Source: an optimization exercise on an open RTL-to-GDS flow (aim: small area, a short achievable clock period and few clock cycles per item). Production flows keep margins and buffers that such runs may drop. Only simulation tests tie the RTL to the original design; equivalence was not proved. Power figures rest on the tool's default switching activity, not on a simulated workload.

### design.v
module ccsds_demux (
    input  wire        clk,
    input  wire        rst,            
    input  wire [10:0] cfg_frame_len,  
    input  wire [5:0]  cfg_shl,        
    input  wire        cfg_has_ocf,    
    input  wire        cfg_has_fecf,   
    input  wire        in_valid,
    output wire        in_ready,
    input  wire [7:0]  in_data,
    output reg         out_valid,
    input  wire        out_ready,
    output reg  [7:0]  out_data,
    output reg  [2:0]  out_vc,
    output reg         out_sop,        
    output reg         out_eop,        
    output reg         out_close,      
    output reg         out_idle        
);
    localparam [10:0] FHP_IDLE    = 11'h7FE;
    localparam [10:0] FHP_NOSTART = 11'h7FF;
    localparam [10:0] APID_IDLE   = 11'h7FF;
    wire [10:0] fhl = 11'd6 + {5'd0, cfg_shl};
    wire [10:0] ftl = (cfg_has_ocf ? 11'd4 : 11'd0) + (cfg_has_fecf ? 11'd2 : 11'd0);
    wire [10:0] dfl = cfg_frame_len - fhl - ftl;
    reg  [10:0] pos;         
    reg  [2:0]  cur_vc;      
    reg  [2:0]  fhp_hi;      
    reg  [10:0] fhp;         
    wire fire = in_valid && in_ready;
    assign in_ready = !out_valid || out_ready;
    wire        in_df   = (pos >= fhl) && (pos < fhl + dfl);
    wire [10:0] df_off  = pos - fhl;
    wire        f_idle  = (fhp == FHP_IDLE);
    wire        f_nost  = (fhp == FHP_NOSTART);
    wire        f_start = !f_idle && !f_nost;
    wire [10:0] cont_len = (f_start && fhp < dfl) ? fhp : dfl;
    wire        in_cont  = (df_off < cont_len);
    wire        last_cont = (df_off == cont_len - 11'd1);
    reg         vc_open [0:7];   
    reg  [2:0]  vc_hcnt [0:7];   
    reg  [10:0] vc_apid [0:7];   
    reg  [7:0]  vc_lenhi[0:7];   
    reg  [16:0] vc_rem  [0:7];   
    wire        s_open  = vc_open [cur_vc];
    wire [2:0]  s_hcnt  = vc_hcnt [cur_vc];
    wire [10:0] s_apid  = vc_apid [cur_vc];
    wire [7:0]  s_lenhi = vc_lenhi[cur_vc];
    wire [16:0] s_rem   = vc_rem  [cur_vc];
    wire take_cont = in_df && !f_idle && in_cont && s_open;    
    wire take_emit = in_df && f_start && !in_cont;             
    wire is_pkt    = take_cont || take_emit;
    wire new_pkt   = take_emit && (!s_open || df_off == fhp);  
    wire do_close  = new_pkt && s_open;                        
    reg  [2:0]  n_hcnt;
    reg  [10:0] n_apid;
    reg  [7:0]  n_lenhi;
    reg  [16:0] n_rem;
    reg         len_end;
    always @(*) begin
        n_hcnt  = s_hcnt;
        n_apid  = s_apid;
        n_lenhi = s_lenhi;
        n_rem   = s_rem;
        len_end = 1'b0;
        if (new_pkt) begin
            n_hcnt  = 3'd1;
            n_apid  = {in_data[2:0], 8'h00};
            n_rem   = 17'd0;
        end else if (s_hcnt < 3'd6) begin
            n_hcnt = s_hcnt + 3'd1;
            if (s_hcnt == 3'd1) n_apid[7:0] = in_data;
            if (s_hcnt == 3'd4) n_lenhi = in_data;
            if (s_hcnt == 3'd5) n_rem = {1'b0, s_lenhi, in_data} + 17'd1;
        end else begin
            n_rem   = s_rem - 17'd1;
            len_end = (s_rem == 17'd1);
        end
    end
    wire forced_end = take_cont &&
                      ((f_start && last_cont) ||
                       (f_nost && last_cont && n_hcnt < 3'd6));
    wire end_pkt    = is_pkt && (len_end || forced_end);
    wire new_idle   = (n_hcnt >= 3'd2) && (n_apid == APID_IDLE);
    wire old_idle   = (s_hcnt >= 3'd2) && (s_apid == APID_IDLE);
    integer i;
    always @(posedge clk) begin
        if (rst) begin
            pos       <= 11'd0;
            cur_vc    <= 3'd0;
            fhp_hi    <= 3'd0;
            fhp       <= 11'd0;
            out_valid <= 1'b0;
            out_data  <= 8'd0;
            out_vc    <= 3'd0;
            out_sop   <= 1'b0;
            out_eop   <= 1'b0;
            out_close <= 1'b0;
            out_idle  <= 1'b0;
            for (i = 0; i < 8; i = i + 1) begin
                vc_open[i]  <= 1'b0;
                vc_hcnt[i]  <= 3'd0;
                vc_apid[i]  <= 11'd0;
                vc_lenhi[i] <= 8'd0;
                vc_rem[i]   <= 17'd0;
            end
        end else begin
            if (out_valid && out_ready)
                out_valid <= 1'b0;
            if (fire) begin
                pos <= (pos == cfg_frame_len - 11'd1) ? 11'd0 : pos + 11'd1;
                if (pos == 11'd1) cur_vc <= in_data[3:1];
                if (pos == 11'd4) fhp_hi <= in_data[2:0];
                if (pos == 11'd5) fhp    <= {fhp_hi, in_data};
                if (is_pkt) begin
                    vc_open[cur_vc]  <= !end_pkt;
                    vc_hcnt[cur_vc]  <= n_hcnt;
                    vc_apid[cur_vc]  <= n_apid;
                    vc_lenhi[cur_vc] <= n_lenhi;
                    vc_rem[cur_vc]   <= n_rem;
                    out_valid <= 1'b1;
                    out_data  <= in_data;
                    out_vc    <= cur_vc;
                    out_sop   <= new_pkt;
                    out_eop   <= end_pkt;
                    out_close <= do_close;
                    out_idle  <= end_pkt ? new_idle : (do_close ? old_idle : 1'b0);
                end
            end
        end
    end
endmodule
### run.sh
#!/bin/bash
# synth_recipe.tcl (not shown) runs the flow's synth.tcl, then flattens the netlist and writes it again
# the make line also repeats each setting of config.mk as NAME=value (left out here)
make -C /OpenROAD-flow-scripts/flow DESIGN_CONFIG=/design/flow/config.mk WORK_HOME=/design/flow/orfs CLKGATE_MAP_FILE= SYNTH_SCRIPT=/design/flow/synth_recipe.tcl finish
### config.mk
export PLATFORM = sky130hd
export DESIGN_NAME = ccsds_demux
export DESIGN_NICKNAME = ccsds_demux
export VERILOG_FILES = /design/flow/design.v
export SDC_FILE = /design/flow/constraint.sdc
export NUM_CORES = 4
export LEC_CHECK = 0
export CAP_MARGIN = 40
export CORE_MARGIN = 2
export CORE_UTILIZATION = 40
export SLEW_MARGIN = 30
### constraint.sdc
create_clock -name core_clock -period 10.0 [get_ports {clk}]
set_input_delay 2.0000 -clock core_clock [delete_from_list [all_inputs] [get_ports {clk}]]
set_output_delay 2.0000 -clock core_clock [all_outputs]
set_load 0.01 [all_outputs]
==> results.py <==
metrics = {
    "clock_network": {
        "clkLatencyLatePin_ps": 550,
        "cts_resized": 0,
        "cts_sinks": 367,
        "clk_pin_slew_ps": 60,
        "hold_buffers": 0,
        "htree_levels": 2,
        "cts_tree": "yes",
        "cts_buffers": 39,
        "postCtsSetupRepairBufs": 0,
        "cts_buffer_depth": 3,
        "cts_root_buf": "clkbuf_16",
    },
    "job": {
        "maxCapViolations": 0,
    },
    "drt": {
        "vias_per_cell": 5.72,
        "drt_iter0_drc": 1498,
        "ant_nets": 0,
        "vias": 14784,
        "avgRoutedWirePerCell_um": 22.1,
        "drc_errors": 0,
        "drt_wl_total_um": 57200,
        "dr.pass1.iters": 6,
    },
    "timing": {
        "worstMarginPinSlew_ps": 882,
        "rsz0062_at_grt": "false",
        "setup_viol": 0,
        "fin_crit_ps": 9530,
        "skew_ps": 20.3,
        "final-max-slew-violation-count": 0,
        "post-route-period-util_pct": 95.3,
        "hold_viol_final": 0,
        "max_freq_ghz": 0.105,
        "maxSlewHeadroom_pct": 41.2,
    },
    "power": {
        "ir_drop_mv": 0.106,
        "power.density_nw_per_um2": 164,
        "p_leak_nw": 8.53,
        "fin_total_pwr_w": 0.00388,
    },
    "synth": {
        "synth_top_area_share_pct": 46.7,
        "synth_warnings": 1,
        "ys_ff_latch": 367,
        "synthFlopType": "edfxtp_1",
        "async_flop_share_pct": 0,
        "synth_nets": 1898,
        "syn_area_um2": 20600,
        "avgSynthCellArea_um2": 11.5,
        "ys_types": 89,
        "synthTopCellsByArea": "edfxtp_1 (47%), mux4_2 (8.8%), nor2_1 (7.2%)",
        "syn-instance-count": 1797,
        "seq_area_frac_synth_pct": 51.3,
        "synth.largest_area_cell": "edfxtp_1",
        "synth_edf_count": 320,
    },
    "worst_setup_path": {
        "rr_startpoint": "fhp[2]$_SDFFE_PP0P_",
        "start_kind": "input pin",
        "worstSetupStartpoint": "cfg_shl[1]",
        "cp_slowest_cell": "or3b_2",
        "rrSetupSlack_ps": 4210,
        "critPathMaxFanout": 24,
        "crit_buf_inv": 6,
        "cp_top_family": "compound AO/OA/AOI/OAI gates",
        "cp-end-kind": "flip-flop",
        "worstSetupPathType": "in2reg",
        "cpMostUsedCell": "ha_1",
        "crit_arrival_ps": 9770,
        "critPathRequiredTime_ps": 10250,
        "slowest_delay_ps": 530,
    },
    "final_layout": {
        "design_area_um2": 23600,
        "layout_common_cells": "nor2_1 (395), edfxtp_1 (320), nand2_1 (109)",
        "nets": 1977,
        "area_delta_synth_final_pct": 14.8,
        "post-route-util_pct": 46.2,
        "final_common_cell": "nor2_1",
        "final_cells": 2583,
        "fill_cells": 4677,
        "drive_gt1_share_pct": 15.8,
        "diodes": 0,
    },
    "global_route": {
        "grt_overflow_total": 0,
        "grt_pass1_vias": 14594,
        "grt_pass1_wl_um": 87200,
        "antenna_found_initial": 0,
        "grt.total_usage_pct": 21.5,
        "grt_max_degree": 46,
    },
    "floorplanning": {
        "die_h_um": 231,
        "die_area_um2": 53300,
        "pin_count": 48,
        "die_w_um": 231,
        "start_util_pct": 40.3,
        "num_rows": 83,
        "core_area_um2": 51100,
    },
    "hold_path": {
        "hp-class": "reg2reg",
        "hp-start": "out_data[3]$_SDFFE_PP0N_",
    },
    "place": {
        "gp_congestion": 0.919,
        "placedCellCount": 2512,
        "dp_hpwl_um": 37800,
        "dpl_cell_area_um2": 22400,
        "portBuffers": 47,
    },
    "run_status": {
        "status": "finished clean",
    },
}
==> where the power goes <==
group,internal (W),leakage (nW),switching (W)
Sequential,0.00171,3.69,0.0000222
Clock,0.000797,0.594,0.000602
Combinational,0.000305,4.25,0.000451
==> cells in the mapped netlist, drive strengths merged, types with 7 or more instances <==
| library cell | instances |
|---|---|
| mux4 | 80 |
| clkbuf | 77 |
| nor2 | 396 |
| nand2b | 9 |
| nand3 | 38 |
| nor2b | 7 |
| and4 | 7 |
| ha | 65 |
| edfxtp | 320 |
| inv | 69 |
| a211oi | 8 |
| or3 | 15 |
| o211ai | 20 |
| o21ai | 38 |
| nand4 | 21 |
| mux2i | 62 |
| nor4 | 8 |
| xor2 | 38 |
| xnor2 | 60 |
| buf | 29 |
| a2111oi | 9 |
| dfxtp | 47 |
| and3 | 10 |
| a31oi | 8 |
| o21a | 14 |
| and2 | 13 |
| mux2 | 30 |
| a21oi | 59 |
| nand2 | 117 |
| nor3 | 20 |
==> sequential cells by signal, summed over array words and instances, names as in the netlist, named ones only <==
| signal | cells |
|---|---|
| pos | 11 |
| vc_lenhi | 64 |
| out_idle | 1 |
| cur_vc | 3 |
| out_data | 8 |
| vc_rem | 136 |
| out_vc | 3 |
| vc_apid | 88 |
| out_eop | 1 |
| vc_hcnt | 24 |
| out_valid | 1 |
| out_sop | 1 |
| fhp | 11 |
| out_close | 1 |
| vc_open | 8 |
| fhp_hi | 3 |
==> path summary, 6_finish.rpt <==
kind | to | cells past startpoint
max | vc_apid[7][5]$_SDFFCE_PN0P_ | 33
min | out_data[3]$_SDFFE_PP0N_ | 2
max reg2reg | vc_apid[7][5]$_SDFFCE_PN0P_ | 20
min reg2reg | out_data[3]$_SDFFE_PP0N_ | 2
==> layer usage <==
metal | vias to the layer above | share of wire (%) | track usage, %
li1 | 6742 | - | -
met1 | 7358 | 45 | 30.5
met2 | 589 | 45 | 33.5
met3 | 95 | 7.8 | 4.19
met4 | 0 | 2.4 | 5.99
met5 | - | 0 | 0
==> worst register-to-register path, cell delays in order, from the launching register on <==
cell and delay, ps:
dfxtp_1 550, ha_1 320, a211oi_1 240, nand3_1 110
o32ai_2 310, o31ai_1 180, a311o_2 460, o21ai_0 250
ha_1 280, nor2b_1 130, o21a_1 170, o21a_1 170
o21a_1 170, o21ai_0 360, a21oi_1 170, a311oi_2 360
o211ai_2 180, o21ai_4 190, or3b_2 530, nand2_2 150
buf_12 220
==> kinds of logic (layout without fill, tap and decap cells) <==
| logic type | count (synthesis) | count (layout) | synth area share, % |
|---|---|---|---|
| adder cells (fa/ha/maj) | 70 | 70 | 4.44 |
| AND/OR/NAND/NOR | 685 | 685 | 14.6 |
| flip-flops | 367 | 367 | 51.3 |
| buffers and inverters | 175 | 281 | 3.60 |
| XOR/XNOR | 101 | 101 | 4.54 |
| AO/OA/AOI/OAI | 227 | 227 | 8.11 |
| multiplexers | 172 | 172 | 13.5 |
==> metrics by stage <==
| step | hold WS, ps | TNS [ps] | setup WS (ps) |
|---|---|---|---|
| 5_1_grt | 474 | 0 | 108 |
| 3_5_place_dp | 450 | -1850 | -39.8 |
| 4_1_cts | 458 | 0 | 489 |
| 2_1_floorplan | 460 | -74060 | -307 |
| 6_report | 453 | 0 | 475 |
| 3_3_place_gp | 441 | 0 | 75.5 |
==> layout make-up <==
type                            count  area [um2]  share of cell area, %
Clock buffer                       51        1050                   4.45
Clock inverter                     17         151                  0.641
Inverter                           69         259                   1.10
Multi-Input combinational cell   1255        9320                   39.5
Sequential cell                   367       10600                   44.7
Tap cell                          680         851                   3.60
Timing Repair Buffer              144        1430                   6.07
Testbench counts, summed over its fixed seeds: cycles 197,844, bytes 197,840.

[separate check: timing with driven ports]
How much do the figures lean on ideal ports? The routed layout below was timed once more, with nothing changed but the port constraints. Step 1 sets driving cells, clkbuf_16 on the clock port and buf_2 on the other inputs (assumed; they add their load-dependent delay and slew). Step 2 adds t to the input delays and takes it off the output delays; t is the mean of the earliest and latest rising clock arrival at the registers after step 1. Input paths then give back, and output paths get back, about the clock's delay inside the block. Three values: ideal ports, drivers, drivers and shift; two values: the first two.
shift t [ns]: 0.597
setup slack, ns: 0.475 / 0.508 / -0.089
worst data-port slew with drivers (ns): 0.04
With both steps, setup timing fails in this run, where it was met with ideal ports. For this run, drivers alone change the setup slack by +0.033 ns; drivers and shift together by -0.564 ns.
